Background: an optimization exercise with open tools, aiming at a short achievable clock period. Do not read the settings as production practice.
Function was checked by simulation only, so behaviour that the tests miss may differ from the original.
The flow treats the clock pin as an ideal source, which a real chip does not have.
Power figures rest on the tool's default switching activity, not on a simulated workload.

## juniper
Design trace_codec, start of the top module:
module trace_codec (
    input  wire        clk,
    input  wire        rst,
    input  wire        instruction_valid,
    input  wire        branch_taken,
    input  wire [31:0] branch_target,
    input  wire        trap,
    input  wire        is_return,
    input  wire        is_indirect_jump,
    input  wire        retire_valid,
    input  wire        writeback_valid,
    input  wire [4:0]  writeback_register,
    input  wire [31:0] writeback_value,
    input  wire        breakpoint_valid,
    input  wire [3:0]  breakpoint_reason,
    output reg  [4:0]  enc_count,
    output reg  [63:0] enc_data,
    input  wire [63:0] dec_window,
    input  wire [4:0]  dec_avail,
    output reg         dec_ok,
    output reg  [1:0]  dec_fault,
    output reg  [4:0]  dec_consumed,
    output reg         dec_seq_valid,
    output reg  [2:0]  dec_seq,
    output reg         dec_branch_taken,
    output reg         dec_trap,
    output reg         dec_is_return,
    output reg         dec_is_indirect_jump,
    output reg         dec_pc_valid,
    output reg  [31:0] dec_program_counter,
    output reg         dec_writeback_valid,
    output reg  [4:0]  dec_writeback_register,
    output reg  [31:0] dec_writeback_value,
    output reg         dec_breakpoint_valid,
    output reg  [3:0]  dec_breakpoint_reason
);
    wire        p_flush, p_nsq, p_wb;
    wire [2:0]  p_pending;
    wire [1:0]  p_rr;
    trace_pack u_pack (
        .clk                (clk),
        .rst                (rst),
        .instruction_valid  (instruction_valid),
        .branch_taken       (branch_taken),
        .trap               (trap),
        .is_return          (is_return),
        .is_indirect_jump   (is_indirect_jump),
        .retire_valid       (retire_valid),
        .writeback_valid    (writeback_valid),
        .breakpoint_valid   (breakpoint_valid),
        .flush              (p_flush),
        .pending            (p_pending),
        .nsq                (p_nsq),
        .rr                 (p_rr),
  ...
Size in the first run: ~1700 cells after synthesis, about 160 flip-flops, ~310 I/O pins, ~11000 µm² of cells after synthesis.
clock: 30.0 ns
lec_check: 0
cap_margin: 20
core_margin: 2
core_utilization: 40
slew_margin: 20
standard.sh (not shown) runs the stock make flow with config.mk's settings and CLKGATE_MAP_FILE= SYNTH_SCRIPT=/design/flow/synth_recipe.tcl, a recipe that flattens the netlist after the stock synthesis.
==> flow/flow/run.sh <==
#!/bin/bash
# Standard ORFS layout of the design, at the design's clock and constraints,
# with these changes to how it is made:
# - synthesis is the standard synthesis, but ABC maps the logic with the
#   script flow/abc_map.script (choice computation, then delay-driven
#   standard-cell mapping) in place of ORFS's speed script;
# - no full/half-adder extraction (it freezes XOR/majority logic into
#   adder cells that ABC cannot restructure);
# - ABC sizes for strong input drivers, as the layout buffers every input;
# - timing repair is asked to keep a large setup margin: at the design's
#   period the paths already meet timing, so without a margin repair_timing
#   leaves the critical path as synthesis mapped it;
# - after the CTS and global-route repairs, more sizing-only repair passes
#   (flow/post_cts.tcl, flow/post_grt.tcl);
# - every port still gets its buffer, but a plain buffer rather than the
#   delay cell the resizer picks by default, and resizing may change a
#   cell's footprint, so those buffers can be sized up.
set -euo pipefail
cd "$(dirname "$0")/.."
export FLOW_WORK="$PWD"
export ABC_MAP_SCRIPT="$PWD/flow/abc_map.script"
bash standard.sh SYNTH_SCRIPT="$PWD/flow/synth_abc.tcl" \
    SETUP_SLACK_MARGIN=24 ADDER_MAP_FILE= ABC_DRIVER_CELL=sky130_fd_sc_hd__buf_8 \
    MATCH_CELL_FOOTPRINT=0 "BUFFER_PORTS_ARGS=-buffer_cell sky130_fd_sc_hd__buf_4" \
    POST_CTS_TCL="$PWD/flow/post_cts.tcl" POST_GLOBAL_ROUTE_TCL="$PWD/flow/post_grt.tcl" finish > flow_make.log 2>&1
==> flow/flow/post_cts.tcl <==
# After ORFS's post-CTS timing repair: one more repair pass that only
# resizes gates and swaps pins (ORFS's pass can stop early on a failed
# buffering move), then re-legalize, as ORFS does after its own repair.
log_cmd estimate_parasitics -placement
log_cmd repair_timing -setup_margin 24 -sequence "sizeup,swap" -repair_tns 100 -skip_last_gasp -verbose
log_cmd detailed_placement
check_placement -verbose
report_worst_slack
==> flow/flow/post_grt.tcl <==
# After ORFS's global-route timing repair: more repair passes that only
# resize gates and swap pins (ORFS's pass can stop early on a failed
# buffering move), each followed by re-legalizing and re-routing the changed
# nets, as ORFS does after its own repair; then rewrite the route guides.
for {set pass 0} {$pass < 2} {incr pass} {
  log_cmd global_route -start_incremental
  log_cmd repair_timing -setup_margin 24 -sequence "sizeup,swap" -repair_tns 100 -skip_last_gasp -verbose
  log_cmd detailed_placement
  log_cmd global_route -end_incremental
  log_cmd estimate_parasitics -global_routing
  report_worst_slack
}
write_guides $::env(RESULTS_DIR)/route.guide
Other scripts of this flow, unchanged in this note and not shown: flow/flow/abc_map.script, flow/flow/synth_abc.tcl
juniper ran to completion and came out clean on the timing, design-rule and antenna checks.
Input-level comparison between cedar and juniper:
diff --git a/flow/flow/run.sh b/flow/flow/run.sh
--- a/flow/flow/run.sh
+++ b/flow/flow/run.sh
@@ -13,2 +13,2 @@
-# - after the CTS and global-route repairs, more sizing-only repair passes
-#   (flow/post_cts.tcl, flow/post_grt.tcl);
+# - after the global-route repair, one more sizing-only repair pass
+#   (flow/post_grt.tcl);
@@ -25 +25 @@
-    POST_CTS_TCL="$PWD/flow/post_cts.tcl" POST_GLOBAL_ROUTE_TCL="$PWD/flow/post_grt.tcl" finish > flow_make.log 2>&1
+    POST_GLOBAL_ROUTE_TCL="$PWD/flow/post_grt.tcl" finish > flow_make.log 2>&1
==> flow/flow/post_grt.tcl <==
# After ORFS's global-route timing repair: one more repair pass that only
# resizes gates and swaps pins (ORFS's pass can stop early on a failed
# buffering move), then re-legalize and re-route the changed nets, as ORFS
# does after its own repair, and rewrite the route guides.
log_cmd global_route -start_incremental
log_cmd repair_timing -setup_margin 24 -sequence "sizeup,swap" -repair_tns 100 -skip_last_gasp -verbose
log_cmd detailed_placement
log_cmd global_route -end_incremental
log_cmd estimate_parasitics -global_routing
report_worst_slack
write_guides $::env(RESULTS_DIR)/route.guide
removed: flow/flow/post_cts.tcl
### Flow results
- The run showing the greater share of layout cells above drive strength 1 is juniper.
- Comparing juniper and cedar, routed wire length is lower on cedar.
- [cedar] power per standard cell area rose 1.7% relative to juniper
- On critical path data required time, juniper and cedar are basically level.
- Final cell area: cedar below juniper
- cedar against juniper: register-to-register path setup slack now larger, power share of the combinational group now smaller, clock tree cell share of total cell area comparable, part of the total power dissipated in the clock network comparable, cell internal power dissipation comparable.

---

trace_codec, a different RTL version from the one above (not shown whole).
For scale: ~310 I/O pins.
==> flow/config.mk <==
export PLATFORM = sky130hd
export DESIGN_NAME = trace_codec
export DESIGN_NICKNAME = trace_codec
export VERILOG_FILES = /design/flow/design.v
export SDC_FILE = /design/flow/constraint.sdc
export NUM_CORES = 4
export LEC_CHECK = 0
export CAP_MARGIN = 20
export CORE_MARGIN = 2
export CORE_UTILIZATION = 40
export SLEW_MARGIN = 20
==> flow/constraint.sdc <==
create_clock -name core_clock -period 30.0 [get_ports {clk}]
set_input_delay 6.0000 -clock core_clock [delete_from_list [all_inputs] [get_ports {clk}]]
set_output_delay 6.0000 -clock core_clock [all_outputs]
set_load 0.01 [all_outputs]
==> flow/flow/run.sh <==
#!/bin/bash
# Standard ORFS layout of the design, at the design's clock and constraints,
# with these changes to how it is made:
# - timing repair is asked to keep a large setup margin: at the design's
#   period the paths already meet timing, so without a margin repair_timing
#   leaves the critical path as synthesis mapped it;
# - no full/half-adder extraction (it freezes XOR/majority logic into
#   adder cells that ABC cannot restructure);
# - ABC sizes for strong input drivers, as the layout buffers every input;
# - the slow wide OR/NOR cells are kept out of the netlist, on top of the
#   platform's own don't-use list.
set -euo pipefail
cd "$(dirname "$0")/.."
BASE="sky130_fd_sc_hd__probe_p_8 sky130_fd_sc_hd__probec_p_8 sky130_fd_sc_hd__lpflow_bleeder_1 sky130_fd_sc_hd__lpflow_clkbufkapwr_1 sky130_fd_sc_hd__lpflow_clkbufkapwr_16 sky130_fd_sc_hd__lpflow_clkbufkapwr_2 sky130_fd_sc_hd__lpflow_clkbufkapwr_4 sky130_fd_sc_hd__lpflow_clkbufkapwr_8 sky130_fd_sc_hd__lpflow_clkinvkapwr_1 sky130_fd_sc_hd__lpflow_clkinvkapwr_16 sky130_fd_sc_hd__lpflow_clkinvkapwr_2 sky130_fd_sc_hd__lpflow_clkinvkapwr_4 sky130_fd_sc_hd__lpflow_clkinvkapwr_8 sky130_fd_sc_hd__lpflow_decapkapwr_12 sky130_fd_sc_hd__lpflow_decapkapwr_3 sky130_fd_sc_hd__lpflow_decapkapwr_4 sky130_fd_sc_hd__lpflow_decapkapwr_6 sky130_fd_sc_hd__lpflow_decapkapwr_8 sky130_fd_sc_hd__lpflow_inputiso0n_1 sky130_fd_sc_hd__lpflow_inputiso0p_1 sky130_fd_sc_hd__lpflow_inputiso1n_1 sky130_fd_sc_hd__lpflow_inputiso1p_1 sky130_fd_sc_hd__lpflow_inputisolatch_1 sky130_fd_sc_hd__lpflow_isobufsrc_1 sky130_fd_sc_hd__lpflow_isobufsrc_16 sky130_fd_sc_hd__lpflow_isobufsrc_2 sky130_fd_sc_hd__lpflow_isobufsrc_4 sky130_fd_sc_hd__lpflow_isobufsrc_8 sky130_fd_sc_hd__lpflow_isobufsrckapwr_16 sky130_fd_sc_hd__lpflow_lsbuf_lh_hl_isowell_tap_1 sky130_fd_sc_hd__lpflow_lsbuf_lh_hl_isowell_tap_2 sky130_fd_sc_hd__lpflow_lsbuf_lh_hl_isowell_tap_4 sky130_fd_sc_hd__lpflow_lsbuf_lh_isowell_4 sky130_fd_sc_hd__lpflow_lsbuf_lh_isowell_tap_1 sky130_fd_sc_hd__lpflow_lsbuf_lh_isowell_tap_2 sky130_fd_sc_hd__lpflow_lsbuf_lh_isowell_tap_4"
SLOW="sky130_fd_sc_hd__or4_* sky130_fd_sc_hd__or4b_* sky130_fd_sc_hd__or4bb_* sky130_fd_sc_hd__nor4_* sky130_fd_sc_hd__nor4b_* sky130_fd_sc_hd__nor4bb_* sky130_fd_sc_hd__or3_* sky130_fd_sc_hd__or3b_* sky130_fd_sc_hd__nor3_* sky130_fd_sc_hd__nor3b_*"
bash standard.sh SETUP_SLACK_MARGIN=24 ADDER_MAP_FILE= ABC_DRIVER_CELL=sky130_fd_sc_hd__buf_8 "DONT_USE_CELLS=$BASE $SLOW" finish > flow_make.log 2>&1
The baseline passed the timing, design-rule and antenna checks.
Rerun with:
--- a/flow/flow/run.sh
+++ b/flow/flow/run.sh
@@ -8,4 +8,7 @@
 #   adder cells that ABC cannot restructure);
 # - ABC sizes for strong input drivers, as the layout buffers every input;
+# - every port still gets its buffer, but a plain buffer rather than the
+#   delay cell the resizer picks by default, and resizing may change a
+#   cell's footprint, so those buffers can be sized up;
 # - the slow wide OR/NOR cells are kept out of the netlist, on top of the
 #   platform's own don't-use list.
@@ -14,3 +17,5 @@
 BASE="sky130_fd_sc_hd__probe_p_8 sky130_fd_sc_hd__probec_p_8 sky130_fd_sc_hd__lpflow_bleeder_1 sky130_fd_sc_hd__lpflow_clkbufkapwr_1 sky130_fd_sc_hd__lpflow_clkbufkapwr_16 sky130_fd_sc_hd__lpflow_clkbufkapwr_2 sky130_fd_sc_hd__lpflow_clkbufkapwr_4 sky130_fd_sc_hd__lpflow_clkbufkapwr_8 sky130_fd_sc_hd__lpflow_clkinvkapwr_1 sky130_fd_sc_hd__lpflow_clkinvkapwr_16 sky130_fd_sc_hd__lpflow_clkinvkapwr_2 sky130_fd_sc_hd__lpflow_clkinvkapwr_4 sky130_fd_sc_hd__lpflow_clkinvkapwr_8 sky130_fd_sc_hd__lpflow_decapkapwr_12 sky130_fd_sc_hd__lpflow_decapkapwr_3 sky130_fd_sc_hd__lpflow_decapkapwr_4 sky130_fd_sc_hd__lpflow_decapkapwr_6 sky130_fd_sc_hd__lpflow_decapkapwr_8 sky130_fd_sc_hd__lpflow_inputiso0n_1 sky130_fd_sc_hd__lpflow_inputiso0p_1 sky130_fd_sc_hd__lpflow_inputiso1n_1 sky130_fd_sc_hd__lpflow_inputiso1p_1 sky130_fd_sc_hd__lpflow_inputisolatch_1 sky130_fd_sc_hd__lpflow_isobufsrc_1 sky130_fd_sc_hd__lpflow_isobufsrc_16 sky130_fd_sc_hd__lpflow_isobufsrc_2 sky130_fd_sc_hd__lpflow_isobufsrc_4 sky130_fd_sc_hd__lpflow_isobufsrc_8 sky130_fd_sc_hd__lpflow_isobufsrckapwr_16 sky130_fd_sc_hd__lpflow_lsbuf_lh_hl_isowell_tap_1 sky130_fd_sc_hd__lpflow_lsbuf_lh_hl_isowell_tap_2 sky130_fd_sc_hd__lpflow_lsbuf_lh_hl_isowell_tap_4 sky130_fd_sc_hd__lpflow_lsbuf_lh_isowell_4 sky130_fd_sc_hd__lpflow_lsbuf_lh_isowell_tap_1 sky130_fd_sc_hd__lpflow_lsbuf_lh_isowell_tap_2 sky130_fd_sc_hd__lpflow_lsbuf_lh_isowell_tap_4"
 SLOW="sky130_fd_sc_hd__or4_* sky130_fd_sc_hd__or4b_* sky130_fd_sc_hd__or4bb_* sky130_fd_sc_hd__nor4_* sky130_fd_sc_hd__nor4b_* sky130_fd_sc_hd__nor4bb_* sky130_fd_sc_hd__or3_* sky130_fd_sc_hd__or3b_* sky130_fd_sc_hd__nor3_* sky130_fd_sc_hd__nor3b_*"
-bash standard.sh SETUP_SLACK_MARGIN=24 ADDER_MAP_FILE= ABC_DRIVER_CELL=sky130_fd_sc_hd__buf_8 "DONT_USE_CELLS=$BASE $SLOW" finish > flow_make.log 2>&1
+bash standard.sh SETUP_SLACK_MARGIN=24 ADDER_MAP_FILE= ABC_DRIVER_CELL=sky130_fd_sc_hd__buf_8 \
+    MATCH_CELL_FOOTPRINT=0 "BUFFER_PORTS_ARGS=-buffer_cell sky130_fd_sc_hd__buf_4" \
+    "DONT_USE_CELLS=$BASE $SLOW" finish > flow_make.log 2>&1
Outcome: Routed wire length shrinks by 3.9%; total power shrinks by about 2.2%; flip-flop and latch count is unchanged; setup slack improved by 0.029 ns; final area shrinks by about 1.8%.
Rerun with:
==> flow/flow/run.sh (replaced) <==
#!/bin/bash
# Standard ORFS layout of the design, at the design's clock and constraints,
# with these changes to how it is made:
# - timing repair is asked to keep a large setup margin: at the design's
#   period the paths already meet timing, so without a margin repair_timing
#   leaves the critical path as synthesis mapped it;
# - no full/half-adder extraction (it freezes XOR/majority logic into
#   adder cells that ABC cannot restructure);
# - ABC sizes for strong input drivers, as the layout buffers every input;
# - every port still gets its buffer, but a plain buffer rather than the
#   delay cell the resizer picks by default, and resizing may change a
#   cell's footprint, so those buffers can be sized up.
set -euo pipefail
cd "$(dirname "$0")/.."
bash standard.sh SETUP_SLACK_MARGIN=24 ADDER_MAP_FILE= ABC_DRIVER_CELL=sky130_fd_sc_hd__buf_8 \
    MATCH_CELL_FOOTPRINT=0 "BUFFER_PORTS_ARGS=-buffer_cell sky130_fd_sc_hd__buf_4" \
    finish > flow_make.log 2>&1
=>
- worst setup slack improved by 0.030 ns
- power hardly moves
- global-route usage came out lower by 0.86 points
- register-to-register slack improved by 0.13 ns
- die area came out lower by 2.2%
Rerun with:
==> flow/flow/run.sh (replaced) <==
#!/bin/bash
# Standard ORFS layout of the design, at the design's clock and constraints,
# with these changes to how it is made:
# - synthesis is the standard synthesis, but ABC maps the logic with the
#   script flow/abc_map.script (choice computation, then delay-driven
#   standard-cell mapping) in place of ORFS's speed script;
# - no full/half-adder extraction (it freezes XOR/majority logic into
#   adder cells that ABC cannot restructure);
# - ABC sizes for strong input drivers, as the layout buffers every input;
# - timing repair is asked to keep a large setup margin: at the design's
#   period the paths already meet timing, so without a margin repair_timing
#   leaves the critical path as synthesis mapped it;
# - every port still gets its buffer, but a plain buffer rather than the
#   delay cell the resizer picks by default, and resizing may change a
#   cell's footprint, so those buffers can be sized up.
set -euo pipefail
cd "$(dirname "$0")/.."
export FLOW_WORK="$PWD"
export ABC_MAP_SCRIPT="$PWD/flow/abc_map.script"
bash standard.sh SYNTH_SCRIPT="$PWD/flow/synth_abc.tcl" \
    SETUP_SLACK_MARGIN=24 ADDER_MAP_FILE= ABC_DRIVER_CELL=sky130_fd_sc_hd__buf_8 \
    MATCH_CELL_FOOTPRINT=0 "BUFFER_PORTS_ARGS=-buffer_cell sky130_fd_sc_hd__buf_4" \
    finish > flow_make.log 2>&1
==> flow/flow/abc_map.script (new file) <==
strash
dch -f
map -D 30
buffer -c
topo
stime -c
upsize -c
dnsize -c
==> flow/flow/synth_abc.tcl (new file) <==
# The standard synthesis (synth_recipe.tcl, sourced unchanged below), with
# one change: the combinational mapping call to ABC runs the script named in
# ABC_MAP_SCRIPT instead of ORFS's speed script. Flip-flops are mapped before
# ABC runs and ABC is not asked to touch them (no -dff), so the registers,
# their names and cell types are those of the standard synthesis.
proc abc {args} {
  set i [lsearch -exact $args -script]
  if {$i >= 0 && [info exists ::env(ABC_MAP_SCRIPT)]} {
    lset args [expr {$i + 1}] $::env(ABC_MAP_SCRIPT)
  }
  yosys abc {*}$args
}
source $::env(FLOW_WORK)/synth_recipe.tcl
After rerunning:
- setup slack improved by 0.080 ns
- count of clock-buffer cells in the layout rose by 1
- die area came out higher by 9.3%
- register-to-register slack got worse by 0.47 ns
- clock power rose by about 5%
- design area rises by 31%

[separate check: timing with driven ports]
Ports are ideal in the flow. The routed layouts listed here were re-timed in OpenROAD.
Step 1 assumes that a clkbuf_16 drives the clock port and a buf_2 every other input.
Step 2 times the ports against the registers' clock, not the clock port: input delays grow and output delays shrink by t, the midpoint of the rising clock arrivals with the driver on.
a / b / c = no drivers / after step 1 / after step 2; a / b = the first two.
run	t, ns	slack for setup (ns)	worst hold slack (ns)	worst register clock-pin slew, ns	pins driven straight from the clock port
juniper	0.489	22.732 / 22.750 / 22.261	0.545 / 0.545 / 0.545	0.08 / 0.08	1
cedar	0.491	22.809 / 22.813 / 22.322	0.544 / 0.544 / 0.544	0.08 / 0.08	1
the first run of note 2	0.492	22.464 / 22.470 / 21.978	0.561 / 0.561 / 0.561	0.08 / 0.08	1
the second run of note 2	0.490	22.493 / 22.448 / 21.958	0.584 / 0.584 / 0.584	0.08 / 0.08	1
the third run of note 2	0.487	22.523 / 22.502 / 22.015	0.567 / 0.567 / 0.567	0.08 / 0.08	1
the fourth run of note 2	0.522	22.603 / 22.561 / 22.039	0.565 / 0.565 / 0.565	0.09 / 0.09	1
After both steps every run listed still meets setup and hold. For the fourth run of note 2, which loses most, drivers alone change the setup slack by -0.042 ns; drivers and shift together by -0.564 ns.
